What follows belongs to an exercise in optimizing a design on an open flow for small area, a short achievable clock period and few clock cycles per item; a production flow would make more cautious choices. No run shown here included a check of the RTL's function; only the layout flow was run.

==> flow/design.v (outline; a module is shown in full before it is edited, if it fits) <==
// module tdes_core: 222 lines
// module sbg0: 198 lines
// module sbg1: 208 lines
// module sbg2: 174 lines
// module sbg3: 198 lines
// module sbg4: 196 lines
// module sbg5: 202 lines
// module sbg6: 192 lines
// module sbg7: 190 lines
module tdes_core (
  input  wire         clk,
  input  wire         rst,
  input  wire         cmd_valid,
  output wire         cmd_ready,
  input  wire [1:0]   cmd_op,
  input  wire [167:0] cmd_key,
  input  wire [63:0]  cmd_data,
  output reg          out_valid,
  output reg  [63:0]  out_data
);
  // ...
==> flow/run.sh <==
#!/bin/bash
# synth_recipe.tcl (not shown) runs the flow's synth.tcl, then flattens the netlist and writes it again
# the make line also repeats each setting of config.mk as NAME=value (left out here)
make -C /OpenROAD-flow-scripts/flow DESIGN_CONFIG=/design/flow/config.mk WORK_HOME=/design/flow/orfs CLKGATE_MAP_FILE= SYNTH_SCRIPT=/design/flow/synth_recipe.tcl finish
==> flow/config.mk <==
export PLATFORM = sky130hd
export DESIGN_NAME = tdes_core
export DESIGN_NICKNAME = tdes_core
export VERILOG_FILES = /design/flow/design.v
export SDC_FILE = /design/flow/constraint.sdc
export NUM_CORES = 4
export LEC_CHECK = 0
export CAP_MARGIN = 20
export CORE_MARGIN = 2
export CORE_UTILIZATION = 40
export SETUP_SLACK_MARGIN = 2.5
export SLEW_MARGIN = 20
==> flow/constraint.sdc <==
create_clock -name core_clock -period 5.0 [get_ports {clk}]
set_input_delay 1.0000 -clock core_clock [delete_from_list [all_inputs] [get_ports {clk}]]
set_output_delay 1.0000 -clock core_clock [all_outputs]
set_load 0.01 [all_outputs]
==> impl_summary.log, run 1 <==
[metrics] final global-route overflow total: 0
[metrics] number of filler cells placed in the layout: 3284
[metrics] maximum count of clock buffers along a single path: 3
[metrics] most numerous cell types in the synthesized netlist: sky130_fd_sc_hd__edfxtp_1, sky130_fd_sc_hd__nor2_1, sky130_fd_sc_hd__a21oi_1
[metrics] Initial Utilization: 0.404
[metrics] register-to-register path setup slack: 2150 ps
[metrics] first-pass detailed-route iteration total: 5
[metrics] hold path cells: 1
[metrics] Placeable Area: 0.0419 mm²
[metrics] depth of the most critical reg-to-reg path: 12
[metrics] fraction of the yosys area taken by sequential cells: 0.434
[metrics] final-layout clock buffer total: 36
[metrics] library cell with the highest instance count after synthesis: sky130_fd_sc_hd__edfxtp_1
[metrics] count of hold buffers inserted by post-cts repair: 0
[metrics] fraction of standard cell area that is sequential: 0.281
[metrics] total routed wirelength: 62500 µm
[metrics] outcome: no timing/DRC/antenna violations
[metrics] leading area contributor after synthesis: sky130_fd_sc_hd__edfxtp_1
[metrics] instance count on the critical path: 12
[metrics] Largest cell class: multi-input gates
[metrics] area grow syn2layout: 55.1%
[metrics] number of antenna violations at the first check in global routing: 4
[metrics] Reg clk slew, reported paths: 60 ps
[metrics] crit path max fanout: 4
[metrics] proportion of cell area occupied by multi-input gates: 0.432
[metrics] post-synthesis instance area: 0.0169 mm²
[metrics] tap cell instance count: 539
[metrics] width of the die: 210 µm
[metrics] post-route antenna net violation count: 0
[metrics] total area of sequential cells: 0.00737 mm²
[metrics] global-route wire length before repair: 91400 µm
[metrics] Reg-to-Reg End: R[4]
[metrics] non-clock inverter instance count of the final layout: 41
[metrics] number of buffers and inverters on the critical path: 3
[metrics] synthesis-stage register bit count: 277
[metrics] portion of netlist area occupied by mux cells: 0.127
[metrics] Global Route Usage Sum: 0.269
[metrics] synthesized-area fraction occupied by and/or/nand/nor cells: 0.121
[metrics] placed insts: 2335
[metrics] fraction of synthesized cell area in xor and xnor cells: 0.0652
[metrics] count of different cell masters after synthesis: 83
==> module tdes_core, before the edit <==
module tdes_core (
  input  wire         clk,
  input  wire         rst,
  input  wire         cmd_valid,
  output wire         cmd_ready,
  input  wire [1:0]   cmd_op,
  input  wire [167:0] cmd_key,
  input  wire [63:0]  cmd_data,
  output reg          out_valid,
  output reg  [63:0]  out_data
);
  function [63:0] des_ip;
    input [63:0] x;
    begin
      des_ip = {
        x[6], x[14], x[22], x[30], x[38], x[46], x[54], x[62],
        x[4], x[12], x[20], x[28], x[36], x[44], x[52], x[60],
        x[2], x[10], x[18], x[26], x[34], x[42], x[50], x[58],
        x[0], x[8], x[16], x[24], x[32], x[40], x[48], x[56],
        x[7], x[15], x[23], x[31], x[39], x[47], x[55], x[63],
        x[5], x[13], x[21], x[29], x[37], x[45], x[53], x[61],
        x[3], x[11], x[19], x[27], x[35], x[43], x[51], x[59],
        x[1], x[9], x[17], x[25], x[33], x[41], x[49], x[57]
      };
    end
  endfunction
  function [63:0] des_fp;
    input [63:0] x;
    begin
      des_fp = {
        x[24], x[56], x[16], x[48], x[8], x[40], x[0], x[32],
        x[25], x[57], x[17], x[49], x[9], x[41], x[1], x[33],
        x[26], x[58], x[18], x[50], x[10], x[42], x[2], x[34],
        x[27], x[59], x[19], x[51], x[11], x[43], x[3], x[35],
        x[28], x[60], x[20], x[52], x[12], x[44], x[4], x[36],
        x[29], x[61], x[21], x[53], x[13], x[45], x[5], x[37],
        x[30], x[62], x[22], x[54], x[14], x[46], x[6], x[38],
        x[31], x[63], x[23], x[55], x[15], x[47], x[7], x[39]
      };
    end
  endfunction
  function [47:0] des_e;
    input [31:0] x;
    begin
      des_e = {
        x[0], x[31], x[30], x[29], x[28], x[27], x[28], x[27],
        x[26], x[25], x[24], x[23], x[24], x[23], x[22], x[21],
        x[20], x[19], x[20], x[19], x[18], x[17], x[16], x[15],
        x[16], x[15], x[14], x[13], x[12], x[11], x[12], x[11],
        x[10], x[9], x[8], x[7], x[8], x[7], x[6], x[5],
        x[4], x[3], x[4], x[3], x[2], x[1], x[0], x[31]
      };
    end
  endfunction
  function [31:0] des_p;
    input [31:0] x;
    begin
      des_p = {
        x[16], x[25], x[12], x[11], x[3], x[20], x[4], x[15],
        x[31], x[17], x[9], x[6], x[27], x[14], x[1], x[22],
        x[30], x[24], x[8], x[18], x[0], x[5], x[29], x[23],
        x[13], x[19], x[2], x[26], x[10], x[21], x[28], x[7]
      };
    end
  endfunction
  function [55:0] des_pc1;
    input [63:0] x;
    begin
      des_pc1 = {
        x[7], x[15], x[23], x[31], x[39], x[47], x[55], x[63],
        x[6], x[14], x[22], x[30], x[38], x[46], x[54], x[62],
        x[5], x[13], x[21], x[29], x[37], x[45], x[53], x[61],
        x[4], x[12], x[20], x[28], x[1], x[9], x[17], x[25],
        x[33], x[41], x[49], x[57], x[2], x[10], x[18], x[26],
        x[34], x[42], x[50], x[58], x[3], x[11], x[19], x[27],
        x[35], x[43], x[51], x[59], x[36], x[44], x[52], x[60]
      };
    end
  endfunction
  function [47:0] des_pc2;
    input [55:0] x;
    begin
      des_pc2 = {
        x[42], x[39], x[45], x[32], x[55], x[51], x[53], x[28],
        x[41], x[50], x[35], x[46], x[33], x[37], x[44], x[52],
        x[30], x[48], x[40], x[49], x[29], x[36], x[43], x[54],
        x[15], x[4], x[25], x[19], x[9], x[1], x[26], x[16],
        x[5], x[11], x[23], x[8], x[12], x[7], x[17], x[0],
        x[22], x[3], x[10], x[14], x[6], x[20], x[27], x[24]
      };
    end
  endfunction
  function [27:0] rol28;
    input [27:0] x;
    input        two;
    begin
      rol28 = two ? {x[25:0], x[27:26]} : {x[26:0], x[27]};
    end
  endfunction
  function [27:0] ror28;
    input [27:0] x;
    input        two;
    begin
      ror28 = two ? {x[1:0], x[27:2]} : {x[0], x[27:1]};
    end
  endfunction
  function shift_two;
    input [3:0] r;
    begin
      shift_two = !(r == 4'd0 || r == 4'd1 || r == 4'd8 || r == 4'd15);
    end
  endfunction
  reg [167:0] key;         
  reg         key_tdes;    
  reg         busy;        
  reg         op_dec;      
  reg  [1:0]  stage;       
  reg  [3:0]  round;       
  reg  [31:0] L, R;        
  reg  [27:0] C, D;        
  assign cmd_ready = !busy;
  wire accept    = cmd_valid && !busy;
  function [1:0] stage_key;
    input       tdes;
    input       dec;
    input [1:0] stg;
    begin
      if (!tdes)
        stage_key = 2'd0;
      else if (!dec)
        stage_key = stg;
      else
        stage_key = 2'd2 - stg;
    end
  endfunction
  function stage_dec;
    input       tdes;
    input       dec;
    input [1:0] stg;
    begin
      stage_dec = dec ^ (tdes && stg == 2'd1);
    end
  endfunction
  function [55:0] stage_cd;
    input [167:0] k;
    input [1:0]   sel;
    input         dec;
    reg   [55:0]  third;
    reg   [55:0]  pk;
    begin
      case (sel)
        2'd0:    third = k[167:112];
        2'd1:    third = k[111:56];
        default: third = k[55:0];
      endcase
      pk = des_pc1({8'h00, third});
      if (dec)
        stage_cd = pk;
      else
        stage_cd = {rol28(pk[55:28], 1'b0), rol28(pk[27:0], 1'b0)};
    end
  endfunction
  wire        cur_dec    = stage_dec(key_tdes, op_dec, stage);
  wire        last_stage = !key_tdes || stage == 2'd2;
  wire        last_round = round == 4'd15;
  wire [47:0] subkey = des_pc2({C, D});
  wire [47:0] sx     = des_e(R) ^ subkey;
  wire [31:0] so;
  sbg0 u_s0 (.c(sx[47:42]), .y(so[31:28]));
  sbg1 u_s1 (.c(sx[41:36]), .y(so[27:24]));
  sbg2 u_s2 (.c(sx[35:30]), .y(so[23:20]));
  sbg3 u_s3 (.c(sx[29:24]), .y(so[19:16]));
  sbg4 u_s4 (.c(sx[23:18]), .y(so[15:12]));
  sbg5 u_s5 (.c(sx[17:12]), .y(so[11:8]));
  sbg6 u_s6 (.c(sx[11:6]),  .y(so[7:4]));
  sbg7 u_s7 (.c(sx[5:0]),   .y(so[3:0]));
  wire [31:0] f      = L ^ des_p(so);
  wire        one    = round == 4'd0 || round == 4'd7 || round == 4'd14;
  wire        ld_tdes = key_tdes;
  wire        ld_dec  = busy ? op_dec : cmd_op[0];
  wire [1:0]  ld_stg  = busy ? stage + 2'd1 : 2'd0;
  wire [55:0] cd_load = stage_cd(key, stage_key(ld_tdes, ld_dec, ld_stg),
                                 stage_dec(ld_tdes, ld_dec, ld_stg));
  always @(*) out_data = des_fp({L, R});
  always @(posedge clk) begin
    if (rst) begin
      busy      <= 1'b0;
      out_valid <= 1'b0;
    end else begin
      out_valid <= busy && last_round && last_stage;
      if (!busy)
        busy <= cmd_valid && !cmd_op[1];
      else if (last_round && last_stage)
        busy <= 1'b0;
    end
    if (accept && cmd_op[1]) begin
      key      <= cmd_key;
      key_tdes <= cmd_op[0];
    end
    if (!busy) begin
      op_dec <= cmd_op[0];
      stage  <= 2'd0;
      round  <= 4'd0;
      {L, R} <= des_ip(cmd_data);
    end else begin
      round <= round + 4'd1;
      if (last_round) begin
        L     <= f;
        stage <= stage + 2'd1;
      end else begin
        L <= R;
        R <= f;
      end
    end
    if (!busy || last_round)
      {C, D} <= cd_load;
    else begin
      C <= cur_dec ? ror28(C, !one) : rol28(C, !one);
      D <= cur_dec ? ror28(D, !one) : rol28(D, !one);
    end
  end
endmodule
==> inputs of run 2 (changes only) <==
--- a/flow/design.v
+++ b/flow/design.v
@@ -165,15 +165,11 @@
   wire        last_round = round == 4'd15;
   wire [47:0] subkey = des_pc2({C, D});
-  wire [47:0] sx     = des_e(R) ^ subkey;
-  wire [31:0] so;
-  sbg0 u_s0 (.c(sx[47:42]), .y(so[31:28]));
-  sbg1 u_s1 (.c(sx[41:36]), .y(so[27:24]));
-  sbg2 u_s2 (.c(sx[35:30]), .y(so[23:20]));
-  sbg3 u_s3 (.c(sx[29:24]), .y(so[19:16]));
-  sbg4 u_s4 (.c(sx[23:18]), .y(so[15:12]));
-  sbg5 u_s5 (.c(sx[17:12]), .y(so[11:8]));
-  sbg6 u_s6 (.c(sx[11:6]),  .y(so[7:4]));
-  sbg7 u_s7 (.c(sx[5:0]),   .y(so[3:0]));
-  wire [31:0] f      = L ^ des_p(so);
+  wire [31:0] fo;
+  des_f u_f (.h(R), .k(subkey), .y(fo));
+  wire [63:0] ip   = des_ip(cmd_data);
+  wire        en_l = busy &&  last_round;
+  wire        en_r = busy && !last_round;
+  wire [31:0] xl   = !busy ? ip[63:32] : last_round ? L : R;
+  wire [31:0] xr   = !busy ? ip[31:0]  : last_round ? R : L;
   wire        one    = round == 4'd0 || round == 4'd7 || round == 4'd14;
   wire        ld_tdes = key_tdes;
@@ -202,15 +198,11 @@
       stage  <= 2'd0;
       round  <= 4'd0;
-      {L, R} <= des_ip(cmd_data);
     end else begin
       round <= round + 4'd1;
-      if (last_round) begin
-        L     <= f;
+      if (last_round)
         stage <= stage + 2'd1;
-      end else begin
-        L <= R;
-        R <= f;
-      end
     end
+    L <= xl ^ (fo & {32{ en_l}});
+    R <= xr ^ (fo & {32{ en_r}});
     if (!busy || last_round)
       {C, D} <= cd_load;
@@ -221,4 +213,45 @@
   end
 endmodule
+module des_f (
+  input  wire [31:0] h,
+  input  wire [47:0] k,
+  output wire [31:0] y
+);
+  function [47:0] des_e;
+    input [31:0] x;
+    begin
+      des_e = {
+        x[0], x[31], x[30], x[29], x[28], x[27], x[28], x[27],
+        x[26], x[25], x[24], x[23], x[24], x[23], x[22], x[21],
+        x[20], x[19], x[20], x[19], x[18], x[17], x[16], x[15],
+        x[16], x[15], x[14], x[13], x[12], x[11], x[12], x[11],
+        x[10], x[9], x[8], x[7], x[8], x[7], x[6], x[5],
+        x[4], x[3], x[4], x[3], x[2], x[1], x[0], x[31]
+      };
+    end
+  endfunction
+  function [31:0] des_p;
+    input [31:0] x;
+    begin
+      des_p = {
+        x[16], x[25], x[12], x[11], x[3], x[20], x[4], x[15],
+        x[31], x[17], x[9], x[6], x[27], x[14], x[1], x[22],
+        x[30], x[24], x[8], x[18], x[0], x[5], x[29], x[23],
+        x[13], x[19], x[2], x[26], x[10], x[21], x[28], x[7]
+      };
+    end
+  endfunction
+  wire [47:0] x = des_e(h) ^ k;
+  wire [31:0] s;
+  sbg0 u_s0 (.c(x[47:42]), .y(s[31:28]));
+  sbg1 u_s1 (.c(x[41:36]), .y(s[27:24]));
+  sbg2 u_s2 (.c(x[35:30]), .y(s[23:20]));
+  sbg3 u_s3 (.c(x[29:24]), .y(s[19:16]));
+  sbg4 u_s4 (.c(x[23:18]), .y(s[15:12]));
+  sbg5 u_s5 (.c(x[17:12]), .y(s[11:8]));
+  sbg6 u_s6 (.c(x[11:6]),  .y(s[7:4]));
+  sbg7 u_s7 (.c(x[5:0]),   .y(s[3:0]));
+  assign y = des_p(s);
+endmodule
 module sbg0(c, y);
   input [5:0] c;
==> flow/flow/run.sh (new file) <==
#!/bin/bash
# Standard layout, but the port buffers are the smallest buffer cell.
set -euo pipefail
export BUFFER_PORTS_ARGS="-buffer_cell sky130_fd_sc_hd__buf_1"
bash standard.sh finish > standard_flow.log 2>&1
==> flow/standard.sh (new file) <==
#!/bin/bash
# synth_recipe.tcl (not shown) runs the flow's synth.tcl, then flattens the netlist and writes it again
# the make line also repeats each setting of config.mk as NAME=value (left out here)
make -C /OpenROAD-flow-scripts/flow DESIGN_CONFIG=/design/flow/config.mk WORK_HOME=/design/flow/orfs CLKGATE_MAP_FILE= SYNTH_SCRIPT=/design/flow/synth_recipe.tcl "${@:-finish}"
--- a/flow/config.mk
+++ b/flow/config.mk
@@ -9,4 +9,5 @@
 export CORE_MARGIN = 2
 export CORE_UTILIZATION = 40
+export CTS_BUF_LIST = sky130_fd_sc_hd__clkbuf_8
 export SETUP_SLACK_MARGIN = 2.5
 export SLEW_MARGIN = 20
removed: flow/run.sh
==> impl_summary.log, run 2 <==
[metrics] crit path max fanout: 4 (unchanged)
[metrics] HPWL Detailed: 37500 µm
[metrics] number of failing hold endpoints at the final stage: 0
[metrics] Avg Synthesized Cell Area: 9.76 µm²
[metrics] type of origin of the critical path: flip-flop
[metrics] Net count, final: 2463
[metrics] max-capacitance violation count: 0
[metrics] worst hold path class: flip-flop to flip-flop
[metrics] cell count after synthesis: 1764
[metrics] Hold WS: 484 ps
[metrics] count of different cell masters after synthesis: 82 (-1.2%)
[metrics] Global Route Usage Sum: 0.263 (-0.00546)
[metrics] area used by multi-input combinational logic: 0.0121 mm²
[metrics] Setup Skew: 32.9 ps
[metrics] total routed wirelength: 62700 µm (+0.22%)
[metrics] TritonCTS Buffers: 51
[metrics] fraction of layout instances using a drive strength above 1: 0.323
[metrics] clock tree from TritonCTS: yes
[metrics] fraction of the yosys area taken by sequential cells: 0.408 (-0.0263)
[metrics] Initial Utilization: 0.402 (-0.00170)
[metrics] Yosys warning total: 2
[metrics] commonest non-fill, non-tap cells in the layout: sky130_fd_sc_hd__buf_1, sky130_fd_sc_hd__edfxtp_1, sky130_fd_sc_hd__buf_4, sky130_fd_sc_hd__nand2_1, sky130_fd_sc_hd__nor2_1
[metrics] first-pass detailed-route iteration total: 5 (unchanged)
[metrics] share of flip-flops with an asynchronous set or reset after synthesis: 0
[metrics] most numerous cell types in the synthesized netlist: sky130_fd_sc_hd__nor2_1, sky130_fd_sc_hd__edfxtp_1, sky130_fd_sc_hd__nand2_1
[metrics] register-to-register path setup slack: 2310 ps (+160 ps)
[metrics] std cell rows: 76
[metrics] maximum number of pins on one net before global-route repair: 100
[metrics] minimum clock period: 2690 ps
[metrics] Worst EP arrival: 3280 ps
[metrics] number of remaining DRC errors: 0
[metrics] global-route wire length before repair: 90400 µm (-1.1%)
[metrics] top cell type's share of synthesized area: 0.258
[metrics] area grow syn2layout: 42.2%
[metrics] setup repair after global routing missed its margin: true
[metrics] maximum count of clock buffers along a single path: 3 (unchanged)
[metrics] number of antenna violations at the first check in global routing: 3 (-1)
[metrics] kind of end point of the critical path: flip-flop
[metrics] most frequent standard cell in the layout excluding fill and tap cells: sky130_fd_sc_hd__buf_1
[metrics] post-route antenna net violation count: 0 (unchanged)
[metrics] final count of pins violating max slew: 0
[metrics] final global-route overflow total: 0 (unchanged)
[metrics] worst slew slack as a fraction of its limit: 0.290
[metrics] crit share post-route: 0.537
[metrics] floorplan die area: 0.0447 mm²
[metrics] Die Span Y: 211 µm
[metrics] cell types with the largest area share after synthesis: sky130_fd_sc_hd__edfxtp_1, sky130_fd_sc_hd__dfxtp_1, sky130_fd_sc_hd__mux4_2
[metrics] routability-driven placement congestion ratio: 0.911
[metrics] hold path cells: 1 (unchanged)
[metrics] depth of the most critical reg-to-reg path: 10 (-2)
[metrics] library cell used as clock root buffer: sky130_fd_sc_hd__clkbuf_8
[metrics] Crit Path Category: flip-flop to flip-flop
[metrics] leading registers by flop count: key (147), L (32), R (32)
[metrics] IO Count: 303
[metrics] routed wirelength normalized by instance count: 22.6 µm
[metrics] WP data required: 5600 ps
[metrics] maximum level of the CTS H-tree: 2
[metrics] number of antenna cells inserted: 0
[metrics] setup tns final: 0 ps
[metrics] Reg clk slew, reported paths: 70 ps (about the same)
[metrics] DR vias/cell: 6.00
[metrics] worst skew pair latency: 660 ps
[metrics] number of buffer cells added on primary ports: 281
[metrics] width of the die: 211 µm (+0.88%)
[metrics] Final setup violation count: 0
[metrics] worst-margin pin slew: 1060 ps
[metrics] register bank with the most flops: key
[metrics] dominant synthesized flop cell: sky130_fd_sc_hd__edfxtp_1
[metrics] synthesized net count: 2046
[metrics] synthesis-stage register bit count: 277 (unchanged)
[metrics] EDFF count, synth: 148
[metrics] post-synthesis instance area: 0.0172 mm² (+1.8%)
[metrics] total area of sequential cells: 0.00721 mm² (-2.2%)
[metrics] outcome: no timing/DRC/antenna violations
[metrics] maximum clock rate: 0.372 GHz
[metrics] DR iter-0 viols: 1429
[metrics] number of global-route vias before repair: 15600
[metrics] Placeable Area: 0.0428 mm² (+2.2%)
[metrics] total vias in the final route: 16600
[metrics] total number of clock tree sinks: 277
[metrics] library cell with the highest instance count after synthesis: sky130_fd_sc_hd__nor2_1
[metrics] leading area contributor after synthesis: sky130_fd_sc_hd__edfxtp_1
[metrics] number of filler cells placed in the layout: 3581 (+9.0%)
[metrics] number of flip-flops under the largest register name: 147
run 2: cell count changes in the layout (fill, tap and decap cells not counted), moves of 42 or more:
cell	change
sky130_fd_sc_hd__dfxtp_4	+42
sky130_fd_sc_hd__buf_1	+281
sky130_fd_sc_hd__inv_1	+54
sky130_fd_sc_hd__mux2i_1	+64
sky130_fd_sc_hd__buf_6	-44
sky130_fd_sc_hd__buf_4	-61
sky130_fd_sc_hd__nand2_1	+57
sky130_fd_sc_hd__clkdlybuf4s50_1	-215
sky130_fd_sc_hd__dlygate4sd2_1	-50
sky130_fd_sc_hd__clkbuf_8	+50
run 2: routing by layer:
| metal | global-route usage | share of wire |
|---|---|---|
| met5 | 0 | 0.00043 |
| met4 | 0.104 | 0.038 |
| met3 | 0.0472 | 0.083 |
| met2 | 0.417 | 0.46 |
| met1 | 0.358 | 0.42 |
run 2: path summary, 6_finish.rpt:
check             endpoint      from
setup / recovery      L[4]      C[7]
hold / removal    round[0]  round[0]
setup reg to reg      L[4]      C[7]
hold reg to reg   round[0]  round[0]
run 2: cell type report:
cell class                 instances  area share
timing repair buffer             480       0.130
multi-input combinational       1298       0.494
inverter                          73      0.0134
clock inverter                    40      0.0107
clock buffer                      53      0.0298
tap                              546      0.0279
sequential                       277       0.294
run 2: logic make-up (layout without fill, tap and decap cells):
| family | Yosys count | in the layout | share of synthesized area |
|---|---|---|---|
| adders and majority gates | 45 | 45 | 0.0336 |
| buffers and inverters | 193 | 646 | 0.0470 |
| xor gates and xnor gates | 89 | 90 | 0.0483 |
| DFF | 277 | 277 | 0.408 |
| muxes | 160 | 160 | 0.136 |
| AOI/OAI and AO/OA | 525 | 527 | 0.202 |
| and+or+nand+nor | 475 | 476 | 0.125 |
run 2: timing repair:
action	4_1_cts	5_1_grt
gates resized for setup	334	296
hold buffers	0	0
setup endpoints to repair	179	123
gates cloned	17	6
buffers inserted	109	50
pin swaps	80	126
run 2: critical path: stages, from the launching register on:
cell                       delay [ps]
sky130_fd_sc_hd__dfxtp_4          420
sky130_fd_sc_hd__xor2_4           280
sky130_fd_sc_hd__ha_4             270
sky130_fd_sc_hd__ha_4             260
sky130_fd_sc_hd__and2_4           150
sky130_fd_sc_hd__o21ai_4          140
sky130_fd_sc_hd__mux2i_2          270
sky130_fd_sc_hd__o311ai_4         160
sky130_fd_sc_hd__buf_4            190
sky130_fd_sc_hd__or4_1            410
sky130_fd_sc_hd__nand3_1           80
run 2: metrics by stage:
stage	setup WS [ps]	util	area, µm²	cells
after global routing	2210	0.572	24500	2767
after global placement	1600	0.444	19000	2492
final	2310	0.572	24500	2767
after CTS	2270	0.531	22700	2711
after detailed placement	1540	0.444	19000	2492
after floorplan	2400	-	17700	1764
==> inputs of run 3 (changes only) <==
--- a/flow/design.v
+++ b/flow/design.v
@@ -119,4 +119,5 @@
   reg  [31:0] L, R;        
   reg  [27:0] C, D;        
+  reg  [47:0] S;           
   assign cmd_ready = !busy;
   wire accept    = cmd_valid && !busy;
@@ -164,7 +165,6 @@
   wire        last_stage = !key_tdes || stage == 2'd2;
   wire        last_round = round == 4'd15;
-  wire [47:0] subkey = des_pc2({C, D});
   wire [31:0] fo;
-  des_f u_f (.h(R), .k(subkey), .y(fo));
+  des_sp u_sp (.x(S), .y(fo));
   wire [63:0] ip   = des_ip(cmd_data);
   wire        en_l = busy &&  last_round;
@@ -178,4 +178,7 @@
   wire [55:0] cd_load = stage_cd(key, stage_key(ld_tdes, ld_dec, ld_stg),
                                  stage_dec(ld_tdes, ld_dec, ld_stg));
+  wire [55:0] cd_next = (!busy || last_round) ? cd_load :
+                        {cur_dec ? ror28(C, !one) : rol28(C, !one),
+                         cur_dec ? ror28(D, !one) : rol28(D, !one)};
   always @(*) out_data = des_fp({L, R});
   always @(posedge clk) begin
@@ -205,30 +208,12 @@
     L <= xl ^ (fo & {32{ en_l}});
     R <= xr ^ (fo & {32{ en_r}});
-    if (!busy || last_round)
-      {C, D} <= cd_load;
-    else begin
-      C <= cur_dec ? ror28(C, !one) : rol28(C, !one);
-      D <= cur_dec ? ror28(D, !one) : rol28(D, !one);
-    end
+    {C, D} <= cd_next;
+    S      <= (des_e(xr) ^ des_pc2(cd_next)) ^ des_e(fo & {32{en_r}});
   end
 endmodule
-module des_f (
-  input  wire [31:0] h,
-  input  wire [47:0] k,
+module des_sp (
+  input  wire [47:0] x,
   output wire [31:0] y
 );
-  function [47:0] des_e;
-    input [31:0] x;
-    begin
-      des_e = {
-        x[0], x[31], x[30], x[29], x[28], x[27], x[28], x[27],
-        x[26], x[25], x[24], x[23], x[24], x[23], x[22], x[21],
-        x[20], x[19], x[20], x[19], x[18], x[17], x[16], x[15],
-        x[16], x[15], x[14], x[13], x[12], x[11], x[12], x[11],
-        x[10], x[9], x[8], x[7], x[8], x[7], x[6], x[5],
-        x[4], x[3], x[4], x[3], x[2], x[1], x[0], x[31]
-      };
-    end
-  endfunction
   function [31:0] des_p;
     input [31:0] x;
@@ -242,5 +227,4 @@
     end
   endfunction
-  wire [47:0] x = des_e(h) ^ k;
   wire [31:0] s;
   sbg0 u_s0 (.c(x[47:42]), .y(s[31:28]));
@@ -250,6 +234,6 @@
   sbg4 u_s4 (.c(x[23:18]), .y(s[15:12]));
   sbg5 u_s5 (.c(x[17:12]), .y(s[11:8]));
-  sbg6 u_s6 (.c(x[11:6]),  .y(s[7:4]));
-  sbg7 u_s7 (.c(x[5:0]),   .y(s[3:0]));
+  sbg6 u_s6 (.c(x[11:6]), .y(s[7:4]));
+  sbg7 u_s7 (.c(x[5:0]), .y(s[3:0]));
   assign y = des_p(s);
 endmodule
--- a/flow/config.mk
+++ b/flow/config.mk
@@ -10,4 +10,5 @@
 export CORE_UTILIZATION = 40
 export CTS_BUF_LIST = sky130_fd_sc_hd__clkbuf_8
-export SETUP_SLACK_MARGIN = 2.5
+export SETUP_SLACK_MARGIN = 3.0
 export SLEW_MARGIN = 20
+export TNS_END_PERCENT = 5
==> impl_summary.log, run 3 <==
[metrics] maximum clock rate: 0.359 GHz (-3.6%)
[metrics] number of remaining DRC errors: 0 (unchanged)
[metrics] register-to-register path setup slack: 2210 ps (-100 ps)
[metrics] dominant synthesized flop cell: sky130_fd_sc_hd__dfxtp_1
[metrics] cell area after placement: 0.0202 mm² (+6.5%)
[metrics] total vias in the final route: 16800 (+1.2%)
[metrics] DR vias/cell: 5.91 (-1.4%)
[metrics] worst skew pair latency: 670 ps (about the same)
[metrics] number of antenna violations at the first check in global routing: 0 (-3)
[metrics] number of antenna cells inserted: 0 (unchanged)
[metrics] Reg clk slew, reported paths: 70 ps (about the same)
[metrics] maximum count of clock buffers along a single path: 3 (unchanged)
[metrics] cell types with the largest area share after synthesis: sky130_fd_sc_hd__edfxtp_1, sky130_fd_sc_hd__dfxtp_1, sky130_fd_sc_hd__mux4_2
[metrics] library cell used as clock root buffer: sky130_fd_sc_hd__clkbuf_8
[metrics] number of flip-flops under the largest register name: 147 (unchanged)
[metrics] DR iter-0 viols: 1471 (+2.9%)
[metrics] synthesis-stage register bit count: 325 (+17%)
[metrics] final global-route overflow total: 0 (unchanged)
[metrics] Hold WS: 444 ps (-39.7 ps)
[metrics] kind of end point of the critical path: flip-flop
[metrics] maximum number of pins on one net before global-route repair: 75 (-25%)
[metrics] WP data required: 5500 ps (-100 ps)
[metrics] Net count, final: 2476 (+0.53%)
[metrics] Avg Synthesized Cell Area: 10.2 µm² (+4.2%)
[metrics] library cell with the highest instance count after synthesis: sky130_fd_sc_hd__dfxtp_1
[metrics] Final setup violation count: 0 (unchanged)
[metrics] EDFF count, synth: 148 (unchanged)
[metrics] worst slew slack as a fraction of its limit: 0.503 (+0.213)
[metrics] crit share post-route: 0.558 (+0.0202)
[metrics] maximum level of the CTS H-tree: 2 (unchanged)
[metrics] total routed wirelength: 64700 µm (+3.2%)
[metrics] Global Route Usage Sum: 0.254 (-0.00946)
[metrics] HPWL Detailed: 41900 µm (+12%)
[metrics] most numerous cell types in the synthesized netlist: sky130_fd_sc_hd__dfxtp_1, sky130_fd_sc_hd__edfxtp_1, sky130_fd_sc_hd__nand2_1
[metrics] IO Count: 303 (unchanged)
[metrics] clock tree from TritonCTS: yes
[metrics] number of failing hold endpoints at the final stage: 0 (unchanged)
[metrics] post-synthesis instance area: 0.0188 mm² (+9.1%)
[metrics] placed insts: 2616 (+5.0%)
[metrics] delay of the slowest cell on the worst path: 480 ps (+60 ps)
[metrics] routability-driven placement congestion ratio: 0.884 (-3.0%)
[metrics] most frequent standard cell in the layout excluding fill and tap cells: sky130_fd_sc_hd__buf_1
[metrics] final count of pins violating max slew: 0 (unchanged)
[metrics] type of origin of the critical path: flip-flop
[metrics] number of buffer cells added on primary ports: 281 (unchanged)
[metrics] commonest non-fill, non-tap cells in the layout: sky130_fd_sc_hd__buf_1, sky130_fd_sc_hd__edfxtp_1, sky130_fd_sc_hd__dfxtp_1, sky130_fd_sc_hd__nand2_1, sky130_fd_sc_hd__o21ai_0
[metrics] std cell rows: 79 (+3.9%)
[metrics] leading area contributor after synthesis: sky130_fd_sc_hd__edfxtp_1
[metrics] most repeated library cell on the critical path: sky130_fd_sc_hd__ha_4
[metrics] top cell type's share of synthesized area: 0.237 (-0.0214)
[metrics] Setup Skew: 32.8 ps (-0.0122 ps)
[metrics] number of standard cells in the final layout excluding fillers: 2841 (+2.7%)
[metrics] number of global-route vias before repair: 15700 (+0.76%)
[metrics] global-route wire length before repair: 94500 µm (+4.6%)
[metrics] first-pass detailed-route iteration total: 7 (+2)
[metrics] cell count after synthesis: 1847 (+4.7%)
[metrics] crit path max fanout: 6 (+2)
[metrics] outcome: no timing/DRC/antenna violations
[metrics] Placeable Area: 0.0465 mm² (+8.6%)
[metrics] register bank with the most flops: key
[metrics] Crit Path Category: flip-flop to flip-flop
[metrics] standard cell with the maximum stage delay on the critical path: sky130_fd_sc_hd__a222oi_1
[metrics] share of flip-flops with an asynchronous set or reset after synthesis: 0 (unchanged)
[metrics] fraction of the yosys area taken by sequential cells: 0.425 (+0.0173)
[metrics] synthesized net count: 2132 (+4.2%)
[metrics] max-capacitance violation count: 0 (unchanged)
[metrics] count of different cell masters after synthesis: 100 (+22%)
[metrics] setup repair after global routing missed its margin: true
[metrics] count of hold buffers inserted by post-cts repair: 0 (unchanged)
[metrics] floorplan die area: 0.0487 mm² (+8.9%)
[metrics] worst hold path class: flip-flop to flip-flop
[metrics] TritonCTS Buffers: 56 (+9.8%)
[metrics] area grow syn2layout: 28.9%
[metrics] Yosys warning total: 2 (unchanged)
[metrics] post-route antenna net violation count: 0 (unchanged)
[metrics] summed area of non-filler cells in the final layout: 0.0242 mm² (-1.2%)
[metrics] worst-margin pin slew: 745 ps (-313 ps)
[metrics] minimum clock period: 2790 ps (+101 ps)
[metrics] width of the die: 221 µm (+4.3%)
[metrics] setup tns final: 0 ps (unchanged)
[metrics] total number of clock tree sinks: 325 (+17%)
[metrics] Die Span Y: 221 µm (+4.3%)
[metrics] leading registers by flop count: key (147), S (48)
[metrics] Initial Utilization: 0.404 (+0.00184)
[metrics] routed wirelength normalized by instance count: 22.8 µm (+0.49%)
[metrics] Worst EP arrival: 3290 ps (about the same)
[metrics] critical-path cell list: inv_4 > ha_4 > nand2b_4 > ha_4 > a21o_4 > o2111ai_4 > buf_12 > a222oi_1 > a22o_1 > xnor2_1 > o221ai_1
[metrics] fraction of layout instances using a drive strength above 1: 0.235 (-0.0878)
run 3: logic make-up (layout without fill, tap and decap cells):
family | after synthesis | in the layout | share of synthesized area
XOR/XNOR | 115 | 115 | 0.0552
multiplexers | 124 | 125 | 0.103
AND/OR/NAND/NOR | 450 | 452 | 0.117
buffers and inverters | 210 | 593 | 0.0510
flip-flops | 325 | 325 | 0.425
AO/OA/AOI/OAI | 575 | 576 | 0.215
adder cells (fa/ha/maj) | 48 | 48 | 0.0328
run 3: cell type report:
cell class / instances / area (µm²)
Clock buffer: 62 / 853
Timing Repair Buffer: 424 / 2740
Sequential cell: 325 / 8080
Tap cell: 607 / 759
Clock inverter: 39 / 393
Inverter: 68 / 274
Fill cell: 4141 / 22300
Multi-Input combinational cell: 1316 / 11100
run 3: path summary, 6_finish.rpt:
kind                                from  endpoint  cells past startpoint
worst max-delay path            stage[0]     S[19]                     11
worst min-delay path            round[0]  round[0]                      1
worst max register to register  stage[0]     S[19]                     11
worst min register to register  round[0]  round[0]                      1
run 3: timing repair:
action	4_1_cts	5_1_grt
gates resized for setup	195	119
endpoints found under the setup margin	382	342
pin swaps	78	57
setup buffers	59	48
cloned	15	2
run 3: critical path: cells and delay by family (launching register included):
kind,cells,cell delay [ps]
and+or+nand+nor,1,150
adders and majority gates,2,540
buffers and inverters,2,240
xor gates and xnor gates,1,140
DFF,1,360
AOI/OAI and AO/OA,5,1220
run 3: per-stage QoR:
stage | util | worst slack [ps]
6_report | 0.521 | 2210
5_1_grt | 0.521 | 2140
4_1_cts | 0.501 | 2240
3_5_place_dp | 0.435 | 1310
3_3_place_gp | 0.435 | 1390
2_1_floorplan | - | 2440
run 3: routing by layer:
layer	track usage	routed length (µm)
met5	0	0
met4	0.0784	1750
met3	0.0430	5730
met2	0.400	29200
met1	0.356	28000
==> inputs of run 4 (changes only) <==
--- a/flow/design.v
+++ b/flow/design.v
@@ -116,8 +116,7 @@
   reg         op_dec;      
   reg  [1:0]  stage;       
-  reg  [3:0]  round;       
+  reg  [2:0]  pair;        
   reg  [31:0] L, R;        
   reg  [27:0] C, D;        
-  reg  [47:0] S;           
   assign cmd_ready = !busy;
   wire accept    = cmd_valid && !busy;
@@ -164,21 +163,38 @@
   wire        cur_dec    = stage_dec(key_tdes, op_dec, stage);
   wire        last_stage = !key_tdes || stage == 2'd2;
-  wire        last_round = round == 4'd15;
-  wire [31:0] fo;
-  des_sp u_sp (.x(S), .y(fo));
-  wire [63:0] ip   = des_ip(cmd_data);
-  wire        en_l = busy &&  last_round;
-  wire        en_r = busy && !last_round;
-  wire [31:0] xl   = !busy ? ip[63:32] : last_round ? L : R;
-  wire [31:0] xr   = !busy ? ip[31:0]  : last_round ? R : L;
-  wire        one    = round == 4'd0 || round == 4'd7 || round == 4'd14;
-  wire        ld_tdes = key_tdes;
+  wire        last_pair  = pair == 3'd7;
+  wire        in_one  = pair == 3'd0 || pair == 3'd7;
+  wire        out_three = pair == 3'd0 || pair == 3'd3;
+  function [27:0] rot28;
+    input [27:0] x;
+    input        right;
+    input [2:0]  n;
+    begin
+      case ({right, n})
+        4'b0001: rot28 = {x[26:0], x[27]};
+        4'b0010: rot28 = {x[25:0], x[27:26]};
+        4'b0011: rot28 = {x[24:0], x[27:25]};
+        4'b0100: rot28 = {x[23:0], x[27:24]};
+        4'b1001: rot28 = {x[0], x[27:1]};
+        4'b1010: rot28 = {x[1:0], x[27:2]};
+        4'b1011: rot28 = {x[2:0], x[27:3]};
+        4'b1100: rot28 = {x[3:0], x[27:4]};
+        default: rot28 = x;
+      endcase
+    end
+  endfunction
+  wire [27:0] Cb = rot28(C, cur_dec, in_one ? 3'd1 : 3'd2);
+  wire [27:0] Db = rot28(D, cur_dec, in_one ? 3'd1 : 3'd2);
+  wire [47:0] subkey_a = des_pc2({C, D});
+  wire [47:0] subkey_b = des_pc2({Cb, Db});
+  wire [31:0] fa, fb;
+  wire [31:0] r1       = L ^ fa;
+  wire [31:0] r2       = R ^ fb;
+  des_f u_fa (.h(R),  .k(subkey_a), .y(fa));
+  des_f u_fb (.h(r1), .k(subkey_b), .y(fb));
   wire        ld_dec  = busy ? op_dec : cmd_op[0];
   wire [1:0]  ld_stg  = busy ? stage + 2'd1 : 2'd0;
-  wire [55:0] cd_load = stage_cd(key, stage_key(ld_tdes, ld_dec, ld_stg),
-                                 stage_dec(ld_tdes, ld_dec, ld_stg));
-  wire [55:0] cd_next = (!busy || last_round) ? cd_load :
-                        {cur_dec ? ror28(C, !one) : rol28(C, !one),
-                         cur_dec ? ror28(D, !one) : rol28(D, !one)};
+  wire [55:0] cd_load = stage_cd(key, stage_key(key_tdes, ld_dec, ld_stg),
+                                 stage_dec(key_tdes, ld_dec, ld_stg));
   always @(*) out_data = des_fp({L, R});
   always @(posedge clk) begin
@@ -187,8 +203,8 @@
       out_valid <= 1'b0;
     end else begin
-      out_valid <= busy && last_round && last_stage;
+      out_valid <= busy && last_pair && last_stage;
       if (!busy)
         busy <= cmd_valid && !cmd_op[1];
-      else if (last_round && last_stage)
+      else if (last_pair && last_stage)
         busy <= 1'b0;
     end
@@ -200,20 +216,43 @@
       op_dec <= cmd_op[0];
       stage  <= 2'd0;
-      round  <= 4'd0;
+      pair   <= 3'd0;
+      {L, R} <= des_ip(cmd_data);
     end else begin
-      round <= round + 4'd1;
-      if (last_round)
+      pair <= pair + 3'd1;
+      if (last_pair) begin
+        L     <= r2;
+        R     <= r1;
         stage <= stage + 2'd1;
+      end else begin
+        L <= r1;
+        R <= r2;
+      end
+    end
+    if (!busy || last_pair)
+      {C, D} <= cd_load;
+    else begin
+      C <= rot28(C, cur_dec, out_three ? 3'd3 : 3'd4);
+      D <= rot28(D, cur_dec, out_three ? 3'd3 : 3'd4);
     end
-    L <= xl ^ (fo & {32{ en_l}});
-    R <= xr ^ (fo & {32{ en_r}});
-    {C, D} <= cd_next;
-    S      <= (des_e(xr) ^ des_pc2(cd_next)) ^ des_e(fo & {32{en_r}});
   end
 endmodule
-module des_sp (
-  input  wire [47:0] x,
+module des_f (
+  input  wire [31:0] h,
+  input  wire [47:0] k,
   output wire [31:0] y
 );
+  function [47:0] des_e;
+    input [31:0] x;
+    begin
+      des_e = {
+        x[0], x[31], x[30], x[29], x[28], x[27], x[28], x[27],
+        x[26], x[25], x[24], x[23], x[24], x[23], x[22], x[21],
+        x[20], x[19], x[20], x[19], x[18], x[17], x[16], x[15],
+        x[16], x[15], x[14], x[13], x[12], x[11], x[12], x[11],
+        x[10], x[9], x[8], x[7], x[8], x[7], x[6], x[5],
+        x[4], x[3], x[4], x[3], x[2], x[1], x[0], x[31]
+      };
+    end
+  endfunction
   function [31:0] des_p;
     input [31:0] x;
@@ -227,4 +266,5 @@
     end
   endfunction
+  wire [47:0] x = des_e(h) ^ k;
   wire [31:0] s;
   sbg0 u_s0 (.c(x[47:42]), .y(s[31:28]));
@@ -234,6 +274,6 @@
   sbg4 u_s4 (.c(x[23:18]), .y(s[15:12]));
   sbg5 u_s5 (.c(x[17:12]), .y(s[11:8]));
-  sbg6 u_s6 (.c(x[11:6]), .y(s[7:4]));
-  sbg7 u_s7 (.c(x[5:0]), .y(s[3:0]));
+  sbg6 u_s6 (.c(x[11:6]),  .y(s[7:4]));
+  sbg7 u_s7 (.c(x[5:0]),   .y(s[3:0]));
   assign y = des_p(s);
 endmodule
==> flow/run.sh (new file) <==
#!/bin/bash
# synth_recipe.tcl (not shown) runs the flow's synth.tcl, then flattens the netlist and writes it again
# the make line also repeats each setting of config.mk as NAME=value (left out here)
make -C /OpenROAD-flow-scripts/flow DESIGN_CONFIG=/design/flow/config.mk WORK_HOME=/design/flow/orfs CLKGATE_MAP_FILE= SYNTH_SCRIPT=/design/flow/synth_recipe.tcl finish
--- a/flow/config.mk
+++ b/flow/config.mk
@@ -9,6 +9,4 @@
 export CORE_MARGIN = 2
 export CORE_UTILIZATION = 40
-export CTS_BUF_LIST = sky130_fd_sc_hd__clkbuf_8
-export SETUP_SLACK_MARGIN = 3.0
+export SETUP_SLACK_MARGIN = 0.8
 export SLEW_MARGIN = 20
-export TNS_END_PERCENT = 5
removed: flow/flow/run.sh
removed: flow/standard.sh
==> impl_summary.log, run 4 <==
[metrics] outcome: no timing/DRC/antenna violations
[metrics] library cell with the highest instance count after synthesis: sky130_fd_sc_hd__nand2_1
[metrics] type of origin of the critical path: flip-flop
[metrics] DR vias/cell: 6.33 (+7.0%)
[metrics] Placeable Area: 0.0606 mm² (+30%)
[metrics] number of flip-flops under the largest register name: 147 (unchanged)
[metrics] total number of clock tree sinks: 276 (-15%)
[metrics] Reg clk slew, reported paths: 60 ps (about the same)
[metrics] maximum clock rate: 0.209 GHz (-42%)
[metrics] number of failing hold endpoints at the final stage: 0 (unchanged)
[metrics] post-route antenna net violation count: 0 (unchanged)
[metrics] cell types with the largest area share after synthesis: sky130_fd_sc_hd__edfxtp_1, sky130_fd_sc_hd__dfxtp_1, sky130_fd_sc_hd__ha_1
[metrics] fraction of the yosys area taken by sequential cells: 0.308 (-0.118)
[metrics] number of buffer cells added on primary ports: 281 (unchanged)
[metrics] IO Count: 303 (unchanged)
[metrics] worst-margin pin slew: 965 ps (+220 ps)
[metrics] global-route wire length before repair: 155000 µm (+64%)
[metrics] worst hold path class: flip-flop to flip-flop
[metrics] cell count after synthesis: 2782 (+51%)
[metrics] number of filler cells placed in the layout: 5187 (+25%)
[metrics] total vias in the final route: 26300 (+57%)
[metrics] WP data required: 5510 ps (about the same)
[metrics] floorplan die area: 0.0635 mm² (+30%)
[metrics] top cell type's share of synthesized area: 0.249 (+0.0124)
[metrics] Yosys warning total: 2 (unchanged)
[metrics] leading area contributor after synthesis: sky130_fd_sc_hd__edfxtp_1
[metrics] library cell used as clock root buffer: sky130_fd_sc_hd__clkbuf_16
[metrics] standard cell with the maximum stage delay on the critical path: sky130_fd_sc_hd__fa_1
[metrics] delay of the slowest cell on the worst path: 580 ps (+100 ps)
[metrics] maximum count of clock buffers along a single path: 3 (unchanged)
[metrics] final global-route overflow total: 0 (unchanged)
[metrics] maximum number of pins on one net before global-route repair: 102 (+36%)
[metrics] Worst EP arrival: 5300 ps (+2010 ps)
[metrics] first-pass detailed-route iteration total: 8 (+1)
[metrics] worst slew slack as a fraction of its limit: 0.357 (-0.147)
[metrics] Global Route Usage Sum: 0.318 (+0.0645)
[metrics] leading registers by flop count: key (147), L (32), R (32)
[metrics] most repeated library cell on the critical path: sky130_fd_sc_hd__ha_4
[metrics] synthesized net count: 3114 (+46%)
[metrics] Crit Path Category: flip-flop to flip-flop
[metrics] number of antenna violations at the first check in global routing: 3 (+3)
[metrics] area grow syn2layout: 45.2%
[metrics] share of flip-flops with an asynchronous set or reset after synthesis: 0 (unchanged)
[metrics] Initial Utilization: 0.406 (+0.00171)
[metrics] crit path max fanout: 3 (-3)
[metrics] kind of end point of the critical path: flip-flop
[metrics] register bank with the most flops: key
[metrics] Setup Skew: 37.6 ps (+4.74 ps)
[metrics] summed area of non-filler cells in the final layout: 0.0357 mm² (+48%)
[metrics] final core utilization: 0.589 (+0.0685)
[metrics] DR iter-0 viols: 2877 (+96%)
[metrics] Die Span Y: 252 µm (+14%)
[metrics] routed wirelength normalized by instance count: 25.4 µm (+12%)
[metrics] number of global-route vias before repair: 24800 (+58%)
[metrics] Avg Synthesized Cell Area: 8.84 µm² (-13%)
[metrics] std cell rows: 90 (+14%)
[metrics] minimum clock period: 4790 ps (+2000 ps)
[metrics] number of antenna cells inserted: 0 (unchanged)
[metrics] commonest non-fill, non-tap cells in the layout: sky130_fd_sc_hd__buf_4, sky130_fd_sc_hd__clkdlybuf4s50_1, sky130_fd_sc_hd__nand2_1, sky130_fd_sc_hd__edfxtp_1, sky130_fd_sc_hd__nor2_1
[metrics] worst skew pair latency: 580 ps (-90 ps)
[metrics] routability-driven placement congestion ratio: 0.987 (+12%)
[metrics] number of remaining DRC errors: 0 (unchanged)
[metrics] Hold WS: 445 ps (+0.724 ps)
[metrics] most frequent standard cell in the layout excluding fill and tap cells: sky130_fd_sc_hd__buf_4
[metrics] post-synthesis instance area: 0.0246 mm² (+31%)
[metrics] cell area after placement: 0.0311 mm² (+54%)
[metrics] TritonCTS Buffers: 36 (-36%)
[metrics] clock tree from TritonCTS: yes
[metrics] maximum level of the CTS H-tree: 2 (unchanged)
[metrics] EDFF count, synth: 204 (+38%)
[metrics] critical-path cell list: xor2_4 > inv_2 > fa_1 > nor2_2 > mux2i_2 > a2bb2oi_2 > o211ai_1 > a31oi_1 > buf_4 > or2_4 > xnor2_4 > ha_4 > ha_4 > o211a_1 > o21ai_2 > a21o_1 > a2111oi_4 > a31oi_2 > or4b_1 > nand3_1
[metrics] max-capacitance violation count: 0 (unchanged)
[metrics] final count of pins violating max slew: 0 (unchanged)
[metrics] count of hold buffers inserted by post-cts repair: 0 (unchanged)
[metrics] setup tns final: 0 ps (unchanged)
[metrics] dominant synthesized flop cell: sky130_fd_sc_hd__edfxtp_1
[metrics] synthesis-stage register bit count: 276 (-15%)
[metrics] most numerous cell types in the synthesized netlist: sky130_fd_sc_hd__nand2_1, sky130_fd_sc_hd__edfxtp_1, sky130_fd_sc_hd__a21oi_1, sky130_fd_sc_hd__clkbuf_1, sky130_fd_sc_hd__nor2_1
[metrics] crit share post-route: 0.957 (+0.400)
[metrics] Net count, final: 3680 (+49%)
[metrics] count of different cell masters after synthesis: 103 (+3.0%)
[metrics] setup repair after global routing missed its margin: true
[metrics] total routed wirelength: 106000 µm (+63%)
[metrics] width of the die: 252 µm (+14%)
[metrics] HPWL Detailed: 77400 µm (+85%)
[metrics] Final setup violation count: 0 (unchanged)
[metrics] fraction of layout instances using a drive strength above 1: 0.312 (+0.0771)
run 4: changes by cell type after synthesis, moves of 43 or more:
cell                       previous run  this run
sky130_fd_sc_hd__nand2_1            135       273
sky130_fd_sc_hd__clkbuf_1            58       172
sky130_fd_sc_hd__dfxtp_1            177        72
sky130_fd_sc_hd__a22oi_1             31       127
sky130_fd_sc_hd__nand3_1             39       131
sky130_fd_sc_hd__a21oi_1            105       172
sky130_fd_sc_hd__nor2_1             102       163
sky130_fd_sc_hd__edfxtp_1           148       204
sky130_fd_sc_hd__nor3_1              34        83
sky130_fd_sc_hd__ha_1                46        91
sky130_fd_sc_hd__o221ai_1            15        58
run 4: metal layers:
metal	global-route usage	part of all wire
met1	0.430	0.41
met2	0.515	0.46
met3	0.0490	0.083
met4	0.119	0.043
met5	0	0
run 4: worst max-delay path: cells and delay by family (launching register included):
kind,cells,cell delay (ps)
xor+xnor,2,400
buf+inv,2,230
mux,1,240
fa+ha+maj,3,1100
simple gates,4,940
compound gates,8,1360
flops,1,460
run 4: worst paths after layout:
check | start | to | slack, ps | cells past startpoint
worst max-delay path | D[0] | R[2] | 210 | 20
worst min-delay path | pair[0] | pair[0] | 450 | 1
worst max register to register | D[0] | R[2] | 210 | 20
worst min register to register | pair[0] | pair[0] | 450 | 1
run 4: per-stage QoR:
stage | setup slack (ps) | cells
after floorplan | 357 | 2782
after global placement | 39.5 | 3949
after detailed placement | 40.4 | 3949
after CTS | 274 | 4115
after global routing | 53.3 | 4156
final | 214 | 4156
run 4: repair_timing:
item                       4_1_cts  5_1_grt
pin swaps                      153      126
cloned                           3        0
setup endpoints to repair       64       64
setup buffers                   99       41
resized for setup              249      176
run 4: area by class of cell:
cell class              count  area (µm²)  area share
flip-flops and latches    276        7590       0.213
clock buffers              43         948      0.0266
multi-input cells        2148       18300       0.514
clock inverters            21         327     0.00914
repair buffers            789        7110       0.199
inverters                  97         413      0.0116
well taps                 782         978      0.0274
run 4: cell families after synthesis:
family / Yosys count / synth area share
adders and majority gates: 95 / 0.0496
AOI/OAI and AO/OA: 888 / 0.262
muxes: 148 / 0.0851
xor gates and xnor gates: 199 / 0.0785
buffers and inverters: 358 / 0.0599
and+or+nand+nor: 818 / 0.157
DFF: 276 / 0.308
==> inputs of run 5 (changes only) <==
--- a/flow/design.v
+++ b/flow/design.v
@@ -171,14 +171,13 @@
     input [2:0]  n;
     begin
-      case ({right, n})
-        4'b0001: rot28 = {x[26:0], x[27]};
-        4'b0010: rot28 = {x[25:0], x[27:26]};
-        4'b0011: rot28 = {x[24:0], x[27:25]};
-        4'b0100: rot28 = {x[23:0], x[27:24]};
-        4'b1001: rot28 = {x[0], x[27:1]};
-        4'b1010: rot28 = {x[1:0], x[27:2]};
-        4'b1011: rot28 = {x[2:0], x[27:3]};
-        4'b1100: rot28 = {x[3:0], x[27:4]};
-        default: rot28 = x;
+      case ({right, n[1:0]})
+        3'b001:  rot28 = {x[26:0], x[27]};
+        3'b010:  rot28 = {x[25:0], x[27:26]};
+        3'b011:  rot28 = {x[24:0], x[27:25]};
+        3'b000:  rot28 = {x[23:0], x[27:24]};
+        3'b101:  rot28 = {x[0], x[27:1]};
+        3'b110:  rot28 = {x[1:0], x[27:2]};
+        3'b111:  rot28 = {x[2:0], x[27:3]};
+        default: rot28 = {x[3:0], x[27:4]};
       endcase
     end
@@ -190,5 +189,9 @@
   wire [31:0] fa, fb;
   wire [31:0] r1       = L ^ fa;
-  wire [31:0] r2       = R ^ fb;
+  wire [63:0] ip   = des_ip(cmd_data);
+  wire        en_l = busy &&  last_pair;
+  wire        en_r = busy && !last_pair;
+  wire [31:0] xl   = !busy ? ip[63:32] : last_pair ? R  : r1;
+  wire [31:0] xr   = !busy ? ip[31:0]  : last_pair ? r1 : R;
   des_f u_fa (.h(R),  .k(subkey_a), .y(fa));
   des_f u_fb (.h(r1), .k(subkey_b), .y(fb));
@@ -217,16 +220,11 @@
       stage  <= 2'd0;
       pair   <= 3'd0;
-      {L, R} <= des_ip(cmd_data);
     end else begin
       pair <= pair + 3'd1;
-      if (last_pair) begin
-        L     <= r2;
-        R     <= r1;
+      if (last_pair)
         stage <= stage + 2'd1;
-      end else begin
-        L <= r1;
-        R <= r2;
-      end
     end
+    L <= xl ^ (fb & {32{ en_l}});
+    R <= xr ^ (fb & {32{ en_r}});
     if (!busy || last_pair)
       {C, D} <= cd_load;
==> flow/flow/run.sh (new file) <==
#!/bin/bash
# Standard layout, but the port buffers are the smallest buffer cell.
set -euo pipefail
export BUFFER_PORTS_ARGS="-buffer_cell sky130_fd_sc_hd__buf_1"
bash standard.sh finish > standard_flow.log 2>&1
==> flow/standard.sh (new file) <==
#!/bin/bash
# synth_recipe.tcl (not shown) runs the flow's synth.tcl, then flattens the netlist and writes it again
# the make line also repeats each setting of config.mk as NAME=value (left out here)
make -C /OpenROAD-flow-scripts/flow DESIGN_CONFIG=/design/flow/config.mk WORK_HOME=/design/flow/orfs CLKGATE_MAP_FILE= SYNTH_SCRIPT=/design/flow/synth_recipe.tcl "${@:-finish}"
--- a/flow/config.mk
+++ b/flow/config.mk
@@ -6,7 +6,10 @@
 export NUM_CORES = 4
 export LEC_CHECK = 0
+export ABC_AREA = 1
 export CAP_MARGIN = 20
 export CORE_MARGIN = 2
 export CORE_UTILIZATION = 40
-export SETUP_SLACK_MARGIN = 0.8
+export CTS_BUF_LIST = sky130_fd_sc_hd__clkbuf_8
+export SETUP_SLACK_MARGIN = 1.3
 export SLEW_MARGIN = 20
+export TNS_END_PERCENT = 10
removed: flow/run.sh
==> impl_summary.log, run 5 <==
[metrics] Global Route Usage Sum: 0.288 (-0.0306)
[metrics] worst hold path class: flip-flop to flip-flop
[metrics] share of flip-flops with an asynchronous set or reset after synthesis: 0 (unchanged)
[metrics] number of remaining DRC errors: 0 (unchanged)
[metrics] dpl ws: 519 ps (+478 ps)
[metrics] final worst-path setup slack: 1220 ps (+1000 ps)
[metrics] Hold WS: 451 ps (+5.96 ps)
[metrics] setup tns final: 0 ps (unchanged)
[metrics] cell types with the largest area share after synthesis: sky130_fd_sc_hd__edfxtp_1, sky130_fd_sc_hd__nand2_1, sky130_fd_sc_hd__dfxtp_1
[metrics] maximum number of pins on one net before global-route repair: 85 (-17%)
[metrics] DR vias/cell: 5.58 (-12%)
[metrics] Final setup violation count: 0 (unchanged)
[metrics] delay of the slowest cell on the worst path: 590 ps (about the same)
[metrics] top cell type's share of synthesized area: 0.194 (-0.0553)
[metrics] first-pass detailed-route iteration total: 6 (-2)
[metrics] clock tree from TritonCTS: yes
[metrics] kind of end point of the critical path: flip-flop
[metrics] area grow syn2layout: 26.4%
[metrics] routability-driven placement congestion ratio: 1.03 (+4.1%)
[metrics] worst slew slack as a fraction of its limit: 0.287 (-0.0699)
[metrics] final global-route overflow total: 0 (unchanged)
[metrics] standard cell with the maximum stage delay on the critical path: sky130_fd_sc_hd__fa_1
[metrics] number of buffers and inverters on the critical path: 3 (+1)
[metrics] worst skew pair latency: 700 ps (+120 ps)
[metrics] maximum clock rate: 0.264 GHz (+27%)
[metrics] most numerous cell types in the synthesized netlist: sky130_fd_sc_hd__nand2_1, sky130_fd_sc_hd__nand3_1, sky130_fd_sc_hd__inv_1
[metrics] Avg Synthesized Cell Area: 6.83 µm² (-23%)
[metrics] Crit Path Category: flip-flop to flip-flop
[metrics] post-synthesis instance area: 0.0229 mm² (-6.8%)
[metrics] leading registers by flop count: key (147), L (32), R (32)
[metrics] maximum level of the CTS H-tree: 2 (unchanged)
[metrics] most frequent standard cell in the layout excluding fill and tap cells: sky130_fd_sc_hd__nand2_1
[metrics] TritonCTS Buffers: 51 (+42%)
[metrics] Reg clk slew, reported paths: 70 ps (about the same)
[metrics] DR iter-0 viols: 2556 (-11%)
[metrics] library cell with the highest instance count after synthesis: sky130_fd_sc_hd__nand2_1
[metrics] origin of the critical flop-to-flop path: C[20]
[metrics] final count of pins violating max slew: 0 (unchanged)
[metrics] number of antenna violations at the first check in global routing: 0 (-3)
[metrics] synthesized net count: 3683 (+18%)
[metrics] crit share post-route: 0.756 (-0.201)
[metrics] minimum clock period: 3780 ps (-1000 ps)
[metrics] critical-path cell list: xnor2_4 > inv_2 > ha_4 > ha_4 > nand2_2 > nor2_4 > nor2_2 > o211ai_1 > nand3_1 > nand2_4 > xor2_4 > xnor2_2 > inv_2 > fa_1 > nand2_1 > nand2_1 > nand2_2 > buf_4 > a21oi_1 > nand2_1 > nand4_1 > nand2_1
[metrics] register bank with the most flops: key
[metrics] number of global-route vias before repair: 22900 (-7.7%)
[metrics] max-capacitance violation count: 0 (unchanged)
[metrics] routed wirelength normalized by instance count: 19.7 µm (-23%)
[metrics] post-route antenna net violation count: 0 (unchanged)
[metrics] Setup Skew: 80.7 ps (+43.1 ps)
[metrics] summed area of non-filler cells in the final layout: 0.0290 mm² (-19%)
[metrics] floorplan die area: 0.0592 mm² (-6.7%)
[metrics] Reg-to-Reg End: R[31]
[metrics] dominant synthesized flop cell: sky130_fd_sc_hd__edfxtp_1
[metrics] Hold Path Sink: pair[0]
[metrics] Net count, final: 4087 (+11%)
[metrics] total vias in the final route: 25400 (-3.4%)
[metrics] total number of clock tree sinks: 276 (unchanged)
[metrics] depth of the most critical reg-to-reg path: 22 (+10%)
[metrics] HPWL Detailed: 67700 µm (-13%)
[metrics] count of different cell masters after synthesis: 58 (-44%)
[metrics] cell count after synthesis: 3355 (+21%)
[metrics] number of buffer cells added on primary ports: 281 (unchanged)
[metrics] EDFF count, synth: 148 (-27%)
[metrics] most repeated library cell on the critical path: sky130_fd_sc_hd__nand2_1
[metrics] WP data required: 5570 ps (+60 ps)
[metrics] setup repair after global routing missed its margin: true
[metrics] type of origin of the critical path: flip-flop
[metrics] std cell rows: 87 (-3.3%)
[metrics] Yosys warning total: 2 (unchanged)
[metrics] Placeable Area: 0.0565 mm² (-6.7%)
[metrics] hold path cells: 1 (unchanged)
[metrics] fraction of the yosys area taken by sequential cells: 0.306 (-0.00210)
[metrics] synthesis-stage register bit count: 276 (unchanged)
[metrics] Worst EP arrival: 4350 ps (-950 ps)
[metrics] register-to-register path setup slack: 1220 ps (+1000 ps)
[metrics] worst-margin pin slew: 1060 ps (+93.6 ps)
[metrics] cell area after placement: 0.0250 mm² (-20%)
[metrics] crit path max fanout: 4 (+1)
[metrics] IO Count: 303 (unchanged)
[metrics] number of failing hold endpoints at the final stage: 0 (unchanged)
[metrics] commonest non-fill, non-tap cells in the layout: sky130_fd_sc_hd__nand2_1, sky130_fd_sc_hd__nand3_1, sky130_fd_sc_hd__inv_1, sky130_fd_sc_hd__buf_1, sky130_fd_sc_hd__buf_4
[metrics] global-route wire length before repair: 133000 µm (-14%)
[metrics] Die Span Y: 243 µm (-3.4%)
[metrics] width of the die: 243 µm (-3.4%)
[metrics] fraction of layout instances using a drive strength above 1: 0.215 (-0.0975)
[metrics] total routed wirelength: 89500 µm (-15%)
[metrics] number of antenna cells inserted: 0 (unchanged)
[metrics] worst min-delay path startpoint: pair[0]
[metrics] maximum count of clock buffers along a single path: 3 (unchanged)
[metrics] number of flip-flops under the largest register name: 147 (unchanged)
[metrics] leading area contributor after synthesis: sky130_fd_sc_hd__edfxtp_1
[metrics] largest delay contributor family on the critical path: adder cells
[metrics] Initial Utilization: 0.406 (about the same)
[metrics] library cell used as clock root buffer: sky130_fd_sc_hd__clkbuf_8
[metrics] outcome: no timing/DRC/antenna violations
[run 5: per-layer routing]
| layer | GRT usage | share of wire | up-vias | wire, µm |
|---|---|---|---|---|
| met1 | 0.382 | 0.41 | 11800 | 37100 |
| li1 | - | - | 12200 | - |
| met3 | 0.0518 | 0.087 | 201 | 7830 |
| met4 | 0.126 | 0.048 | 0 | 4260 |
| met2 | 0.457 | 0.45 | 1226 | 40300 |
| met5 | 0 | 0 | - | 0 |
[run 5: per-stage QoR]
step,util,instances
final,0.513,4554
after global routing,0.513,4554
after CTS,0.488,4491
after detailed placement,0.443,4349
after global placement,0.443,4349
after floorplan,-,3355
[run 5: cell families (layout without fill, tap and decap cells)]
| logic type | after synthesis | count (layout) | synth area share |
|---|---|---|---|
| AOI/OAI and AO/OA | 567 | 567 | 0.158 |
| xor gates and xnor gates | 87 | 87 | 0.0473 |
| adders and majority gates | 91 | 91 | 0.0510 |
| buffers and inverters | 492 | 933 | 0.0845 |
| DFF | 276 | 276 | 0.306 |
| and+or+nand+nor | 1842 | 1844 | 0.353 |
[run 5: cell type report]
type / instances / area (µm²)
fill: 5665 / 27500
multi-input combinational: 2589 / 15800
sequential: 276 / 7160
timing repair buffer: 458 / 2520
inverter: 383 / 1490
tap: 756 / 946
clock buffer: 58 / 798
clock inverter: 34 / 239
[run 5: how the worst max path moves through the flow]
| stage | from | endpoint | slack, ps | depth (start not counted) |
|---|---|---|---|---|
| finish | C[20] | R[31] | 1220 | 22 |
| global route | D[9] | L[3] | 1050 | 27 |
| global placement | C[20] | L[3] | 540 | 27 |
| CTS | R[3] | R[19] | 1270 | 22 |
| floorplan | R[11] | L[3] | 1280 | 28 |
| detailed placement | C[20] | R[3] | 520 | 27 |
[run 5: repair_timing]
action | CTS | global route
cloned | 2 | 0
pin swaps | 74 | 138
hold buffers | 0 | 0
gates resized for setup | 264 | 226
setup buffers | 48 | 63
setup endpoints to repair | 64 | 64
[run 5: worst register-to-register path, stage by stage (launching register included)]
cell                       delay (ps)
sky130_fd_sc_hd__dfxtp_4          390
sky130_fd_sc_hd__xnor2_4          250
sky130_fd_sc_hd__inv_2             90
sky130_fd_sc_hd__ha_4             270
sky130_fd_sc_hd__ha_4             280
sky130_fd_sc_hd__nand2_2           60
sky130_fd_sc_hd__nor2_4           120
sky130_fd_sc_hd__nor2_2            50
sky130_fd_sc_hd__o211ai_1          80
sky130_fd_sc_hd__nand3_1          140
sky130_fd_sc_hd__nand2_4          120
sky130_fd_sc_hd__xor2_4           220
sky130_fd_sc_hd__xnor2_2          160
sky130_fd_sc_hd__inv_2             90
sky130_fd_sc_hd__fa_1             590
sky130_fd_sc_hd__nand2_1           70
sky130_fd_sc_hd__nand2_1           80
sky130_fd_sc_hd__nand2_2           80
sky130_fd_sc_hd__buf_4            130
sky130_fd_sc_hd__a21oi_1          120
sky130_fd_sc_hd__nand2_1          130
sky130_fd_sc_hd__nand4_1          110
sky130_fd_sc_hd__nand2_1           80

separate check: timing with driven ports:
Ports are ideal in the flow. The routed layouts listed here were re-timed in OpenROAD. Step 1, drivers: a clkbuf_16 drives clk and a buf_2 each remaining input, both assumed. Step 2 also shifts input and output timing later by t, the mid clock arrival at the registers, as if the neighbouring blocks saw the same clock. a / b / c = ideal / step 1 / step 2; a / b = the first two.
run	t, ns	setup slack, ns	worst setup path at the end
run 1	0.625	2.149 / 2.149 / 2.008	input to register
run 2	0.693	2.313 / 2.313 / 1.866	input to register
run 3	0.703	2.212 / 2.212 / 1.822	input to register
run 4	0.627	0.214 / 0.214 / 0.214	register to register
run 5	0.711	1.219 / 1.219 / 1.219	register to register
After both steps every run listed still meets setup and hold. For run 2, which loses most, drivers alone change the setup slack by 0.000 ns; drivers and shift together by -0.447 ns.
